What follows belongs to an exercise in optimizing a design on an open flow for small area; a production flow would make more cautious choices.
In this exercise RTL edits were held to simulation tests only and were not proved equivalent to the original.
No driver is modelled on the clock port, so clocking that relies on it looks cheaper here than on a real chip.
Power and IR drop assume default switching activity.

==> 02-05: inputs <==
==> flow/design.v <==
module tpms_decoder (
    input  wire        clk,
    input  wire        rst,
    input  wire        cmd_valid,
    input  wire [34:0] cmd,
    output wire        out_valid,
    output wire [31:0] rec_sensor_id,
    output wire [15:0] rec_pressure,
    output wire [15:0] rec_temperature,
    output wire [1:0]  rec_battery,
    output wire [63:0] rec_raw_bits,
    output wire [15:0] rec_raw_count
);
    reg        live;        
    reg        act;         
    reg        phase;       
    reg [6:0]  cnt;         
    reg [59:0] acc_n;       
    reg [7:0]  crc;
    wire [1:0]  op    = cmd[34:33];
    wire        level = cmd[32];
    wire [31:0] d     = cmd[31:0];
    wire        opnd0 = (cmd[32:0] == 33'd0);
    wire feed  = cmd_valid & (op == 2'b00);
    wire alloc = cmd_valid & (op == 2'b10) & opnd0;
    wire rstc  = cmd_valid & (op == 2'b01) & opnd0;
    wire freec = cmd_valid & (op == 2'b11) & opnd0;
    wire dsm  = (d[31:10] == 22'd0);
    wire [3:0] h  = d[9:6];
    wire [5:0] lo = d[5:0];
    wire w_short = dsm & (((h == 4'd0) & (&lo)) | (h == 4'd1) | ((h == 4'd2) & (lo <= 6'd55)));
    wire w_long  = dsm & (((h == 4'd2) & (lo > 6'd55)) | (h == 4'd3) | ((h == 4'd4) & (lo <= 6'd48)));
    wire w_start = dsm & (((h == 4'd6) & (lo >= 6'd44)) | (h == 4'd7) | ((h == 4'd8) & (lo <= 6'd36)));
    wire b      = ~acc_n[0];
    wire e      = b ^ phase;                  
    wire ok     = (level == e) & (w_short | (w_long & ~phase));
    wire shift  = phase | ~w_short;           
    wire bitv   = ~level;
    wire pre    = (cnt[6:3] == 4'd0);
    wire last   = cnt[6] & cnt[1] & cnt[0];    
    wire kill   = ~ok | (shift & pre & ~level) | (shift & last);
    wire       in_c     = (cnt[6:3] == 4'd1);
    wire       fb       = crc[7] & ~pre;
    wire [7:0] crc_step = {crc[6:0], 1'b0} ^ {5'b0, fb, fb, fb} ^
                          (in_c ? {bitv, 2'b00, bitv, bitv, 3'b000} : {7'b0, bitv});
    always @(posedge clk) begin
        if (feed & shift) begin
            acc_n <= {acc_n[58:0], level};
            crc <= crc_step;
        end
        if (rst)
            live <= 1'b0;
        else if (alloc)
            live <= 1'b1;
        else if (freec)
            live <= 1'b0;
        if (rst | alloc | rstc)
            act <= 1'b0;
        else if (feed)
            act <= act ? ~kill : (level & w_start);
        if (!act) begin
            phase <= 1'b0;
            cnt   <= 7'd0;
        end else if (feed) begin
            phase <= ~phase & w_short;
            if (shift & ok)
                cnt <= cnt + 7'd1;
        end
    end
    wire        vld = live & cnt[6] & cnt[2] & (crc == 8'd0);    
    wire [59:0] f   = ~acc_n & {60{vld}};
    wire [7:0] g  = ~acc_n[7:0];
    wire       c3 = g[2] | g[1];
    wire       c4 = g[3] | c3;
    wire       c5 = g[4] & c4;
    wire       c6 = g[5] & c5;
    wire       c7 = g[6] | c6;
    wire       c8 = g[7] | c7;
    wire [15:0] t = {{8{~c8}}, ~(g[7] ^ c7), ~(g[6] ^ c6), g[5] ^ c5, g[4] ^ c4,
                     ~(g[3] ^ c3), ~(g[2] ^ g[1]), ~g[1], g[0]};
    assign out_valid       = vld;
    assign rec_sensor_id   = {8'h00, f[41:18]};
    assign rec_pressure    = {7'h00, f[17:9]};
    assign rec_temperature = t & {16{vld}};
    assign rec_battery     = {vld, 1'b0};
    assign rec_raw_bits    = {4'h0, f};
    assign rec_raw_count   = {10'd0, vld, vld, vld, vld, 2'b00};
endmodule
==> flow/flow/run.sh <==
#!/bin/bash
# The standard layout, with these changes:
# - synthesis maps the logic for area: the same ORFS synthesis script, run
#   with a copy of ORFS's scripts folder whose abc_speed.script is replaced by
#   flow/abc_area.script, and with adders left to abc (ADDER_MAP_FILE empty).
#   Registers are mapped before abc, so they are the standard synthesis's;
# - each port is buffered by a sky130_fd_sc_hd__buf_1 (buffer_ports would
#   otherwise pick clkdlybuf4s50_1, a larger delay buffer);
# - the clock reaches the registers through a few clock buffers, one per
#   group of nearby registers, inserted before clock tree synthesis
#   (flow/pre_cts.tcl, settings in flow/clock.cfg);
# - the constant outputs share the synthesis's single tie cell instead of
#   getting one tie cell each.
set -euo pipefail
here=$PWD
rm -rf "$here/synth_scripts"
cp -r "$FLOW_HOME/scripts" "$here/synth_scripts"
cp "$here/flow/abc_area.script" "$here/synth_scripts/abc_speed.script"
export BUFFER_PORTS_ARGS="-buffer_cell sky130_fd_sc_hd__buf_1"
export PRE_CTS_TCL="$here/flow/pre_cts.tcl"
export CTS_ARGS="-clk_nets clk -dont_use_dummy_load -buf_list sky130_fd_sc_hd__clkbuf_8"
export SKIP_REPAIR_TIE_FANOUT=1
bash standard.sh SCRIPTS_DIR="$here/synth_scripts" ADDER_MAP_FILE= synth > standard_synth.log 2>&1
bash standard.sh > standard.log 2>&1
==> flow/flow/abc_area.script <==
strash
dc2
dch
map -a
strash
dc2
dch
map -a
strash
dc2
dch
map -a
topo
stime -c
dnsize -c
==> flow/flow/clock.cfg <==
set ngroups 6
set leafbuf sky130_fd_sc_hd__clkbuf_8
set rootbuf sky130_fd_sc_hd__clkbuf_4
==> flow/flow/pre_cts.tcl <==
# Clock distribution, in place of clock tree synthesis: the registers are
# split into $ngroups groups of nearly equal size by recursive bisection
# along the wider side of each group's bounding box, and each group is driven
# by one $leafbuf placed at the group's centroid. With $rootbuf set, one
# $rootbuf at the centroid of all registers drives the group buffers;
# otherwise the clock port drives them directly. The clock tree synthesis
# that follows is limited to the port net, so it adds nothing.
source [file join [file dirname [info script]] clock.cfg]
set block [ord::get_db_block]
set dbu [$block getDbUnitsPerMicron]

proc centroid {items} {
  set sx 0
  set sy 0
  foreach s $items {
    set sx [expr {$sx + [lindex $s 0]}]
    set sy [expr {$sy + [lindex $s 1]}]
  }
  set n [llength $items]
  return [list [expr {double($sx) / $n}] [expr {double($sy) / $n}]]
}

proc split_groups {items n} {
  if {$n <= 1} {
    return [list $items]
  }
  set xs [lsort -integer [lmap s $items {lindex $s 0}]]
  set ys [lsort -integer [lmap s $items {lindex $s 1}]]
  set idx [expr {([lindex $xs end] - [lindex $xs 0]) >= ([lindex $ys end] - [lindex $ys 0]) ? 0 : 1}]
  set s [lsort -integer -index $idx $items]
  set na [expr {$n / 2}]
  set cut [expr {([llength $s] * $na) / $n}]
  return [concat [split_groups [lrange $s 0 [expr {$cut - 1}]] $na] \
            [split_groups [lrange $s $cut end] [expr {$n - $na}]]]
}

set sinks {}
foreach pin [get_pins -of_objects [get_nets clk]] {
  set inst [sta::sta_to_db_inst [$pin instance]]
  set loc [$inst getLocation]
  lappend sinks [list [lindex $loc 0] [lindex $loc 1] $pin]
}

set src clk
if {$rootbuf ne ""} {
  set c [centroid $sinks]
  set x [expr {[lindex $c 0] / $dbu}]
  set y [expr {[lindex $c 1] / $dbu}]
  puts "pre_cts: root clock buffer drives [llength $sinks] registers' groups, at $x $y"
  insert_buffer -buffer_cell $rootbuf -net clk -location [list $x $y] \
    -buffer_name clkbuf_root -net_name clk_root
  set src clk_root
}

set k 0
foreach g [split_groups $sinks $ngroups] {
  set c [centroid $g]
  set x [expr {[lindex $c 0] / $dbu}]
  set y [expr {[lindex $c 1] / $dbu}]
  set pins [lmap s $g {lindex $s 2}]
  puts "pre_cts: clock buffer $k drives [llength $g] registers, at $x $y"
  insert_buffer -buffer_cell $leafbuf -net $src -load_pins $pins -location [list $x $y] \
    -buffer_name clkbuf_g$k -net_name clk_g$k
  incr k
}
==> flow/standard.sh <==
#!/bin/bash
# synth_recipe.tcl (not shown) runs the flow's synth.tcl, then flattens the netlist and writes it again
# the make line also repeats each setting of config.mk as NAME=value (left out here)
make -C /OpenROAD-flow-scripts/flow DESIGN_CONFIG=/design/flow/config.mk WORK_HOME=/design/flow/orfs CLKGATE_MAP_FILE= SYNTH_SCRIPT=/design/flow/synth_recipe.tcl "${@:-finish}"
==> flow/config.mk <==
export PLATFORM = sky130hd
export DESIGN_NAME = tpms_decoder
export DESIGN_NICKNAME = tpms_decoder
export VERILOG_FILES = /design/flow/design.v
export SDC_FILE = /design/flow/constraint.sdc
export NUM_CORES = 4
export LEC_CHECK = 0
export CAP_MARGIN = 20
export CORE_MARGIN = 2
export CORE_UTILIZATION = 40
export SLEW_MARGIN = 20
==> flow/constraint.sdc <==
create_clock -name core_clock -period 8.0 [get_ports {clk}]
set_input_delay 1.6000 -clock core_clock [delete_from_list [all_inputs] [get_ports {clk}]]
set_output_delay 1.6000 -clock core_clock [all_outputs]
set_load 0.01 [all_outputs]
==> 12-02 (differences from 02-05) <==
==> flow/flow/run.sh (replaced) <==
#!/bin/bash
# The standard layout, with these changes:
# - each port is buffered by a sky130_fd_sc_hd__buf_1 (buffer_ports would
#   otherwise pick clkdlybuf4s50_1, a larger delay buffer);
# - clock tree synthesis without dummy loads;
# - the constant outputs share the synthesis's single tie cell instead of
#   getting one tie cell each.
set -euo pipefail
export BUFFER_PORTS_ARGS="-buffer_cell sky130_fd_sc_hd__buf_1"
export CTS_ARGS="-sink_clustering_enable -repair_clock_nets -dont_use_dummy_load -buf_list sky130_fd_sc_hd__clkbuf_8"
export SKIP_REPAIR_TIE_FANOUT=1
bash standard.sh > standard.log 2>&1
- CAP_MARGIN: 20 -> 0
- CORE_UTILIZATION: 40 -> 65
- SLEW_MARGIN: 20 -> 0
removed: flow/flow/abc_area.script
removed: flow/flow/clock.cfg
removed: flow/flow/pre_cts.tcl
==> 10-19 (differences from 02-05) <==
==> flow/flow/clock.cfg (replaced) <==
set ngroups 5
set leafbuf sky130_fd_sc_hd__clkbuf_8
set rootbuf sky130_fd_sc_hd__clkbuf_4
==> qor summary <==
metric                                                                                     12-02                    02-05                    10-19
Post-Layout Inst Area                                                              0.00410 sq mm            0.00396 sq mm            0.00395 sq mm
Share of the clock period used by the worst path                                           49.9%                    51.9%                    52.0%
Fill cell count                                                                              455                      901                      900
Post-synthesis net count                                                                     395                      390                      390
Placed cell count                                                                            491                      538                      538
Post-synthesis compound-gate area fraction                                                 5.54%                    4.62%                    4.62%
Share of total power consumed by net switching                                             20.9%                    21.1%                    21.3%
Critical path data arrival time                                                          2.39 ns                  2.55 ns                  2.56 ns
Shortest clock period the worst path allows after layout                                 3.99 ns                  4.15 ns                  4.16 ns
Count of multi-input combinational gates                                                     177                      173                      173
Sequential fraction of total cell area                                                     54.8%                    56.6%                    56.8%
Sequential-to-total area share from yosys stat                                             57.3%                    60.4%                    60.4%
Final Net Count                                                                              472                      475                      474
Largest net degree at the start of global routing                                             69                       70                       70
Clock distribution power                                                                0.220 mW                 0.188 mW                 0.176 mW
Capture point of the worst reg-to-reg path                                                cnt[5]                   cnt[6]                   cnt[6]
Cell count along the critical path                                                             5                        7                        7
Xor-xnor portion of the synthesized cell area                                              2.02%                    1.89%                    1.89%
Clock input transition at the sequential cells of the worst setup and hold paths         0.06 ns                  0.08 ns                  0.10 ns
Basic-gate share of the synthesized area counting and, or, nand and nor cells              15.5%                    14.9%                    14.9%
Post-synthesis mux area share                                                             0.512%                       0%                       0%
Cell mode on critical path                                                                     -  sky130_fd_sc_hd__nor2_1  sky130_fd_sc_hd__nor2_1
Run status                                                                        finished clean           finished clean           finished clean
Bufs and invs on worst path                                                                    2                        3                        3
Worst setup path startpoint                                                               crc[3]                   crc[0]                   crc[0]
Vias/cell                                                                                   5.18                     4.68                     4.68
Cell Area, Synth                                                                   0.00391 sq mm            0.00371 sq mm            0.00371 sq mm

==> re-timing with driven ports <==
The results above use ideal ports. As a check the final layouts listed here were re-extracted and re-timed, cells and wires unchanged.
Step 1 assumes that a clkbuf_16 drives the clock port and a buf_2 every other input.
Step 2 adds t to the input delays and takes it off the output delays; t is the mean of the earliest and latest rising clock arrival at the registers after step 1. Input paths then give back, and output paths get back, about the clock's delay inside the block.
a / b / c = ideal / step 1 / step 2; a / b = the first two.
run | t, ns | slack for setup (ns) | worst setup path after step 2 | clock arrival spread, ns | worst data-port slew with drivers (ns)
02-05 | 0.425 | 3.846 / 3.819 / 4.244 | register to output | 0.009 / 0.008 | 0.04
12-02 | 0.357 | 4.008 / 3.979 / 4.284 | input to register | 0.018 / 0.018 | 0.04
10-19 | 0.416 | 3.840 / 3.813 / 4.229 | register to output | 0.007 / 0.008 | 0.04
After both steps setup and hold are still met in every run listed.
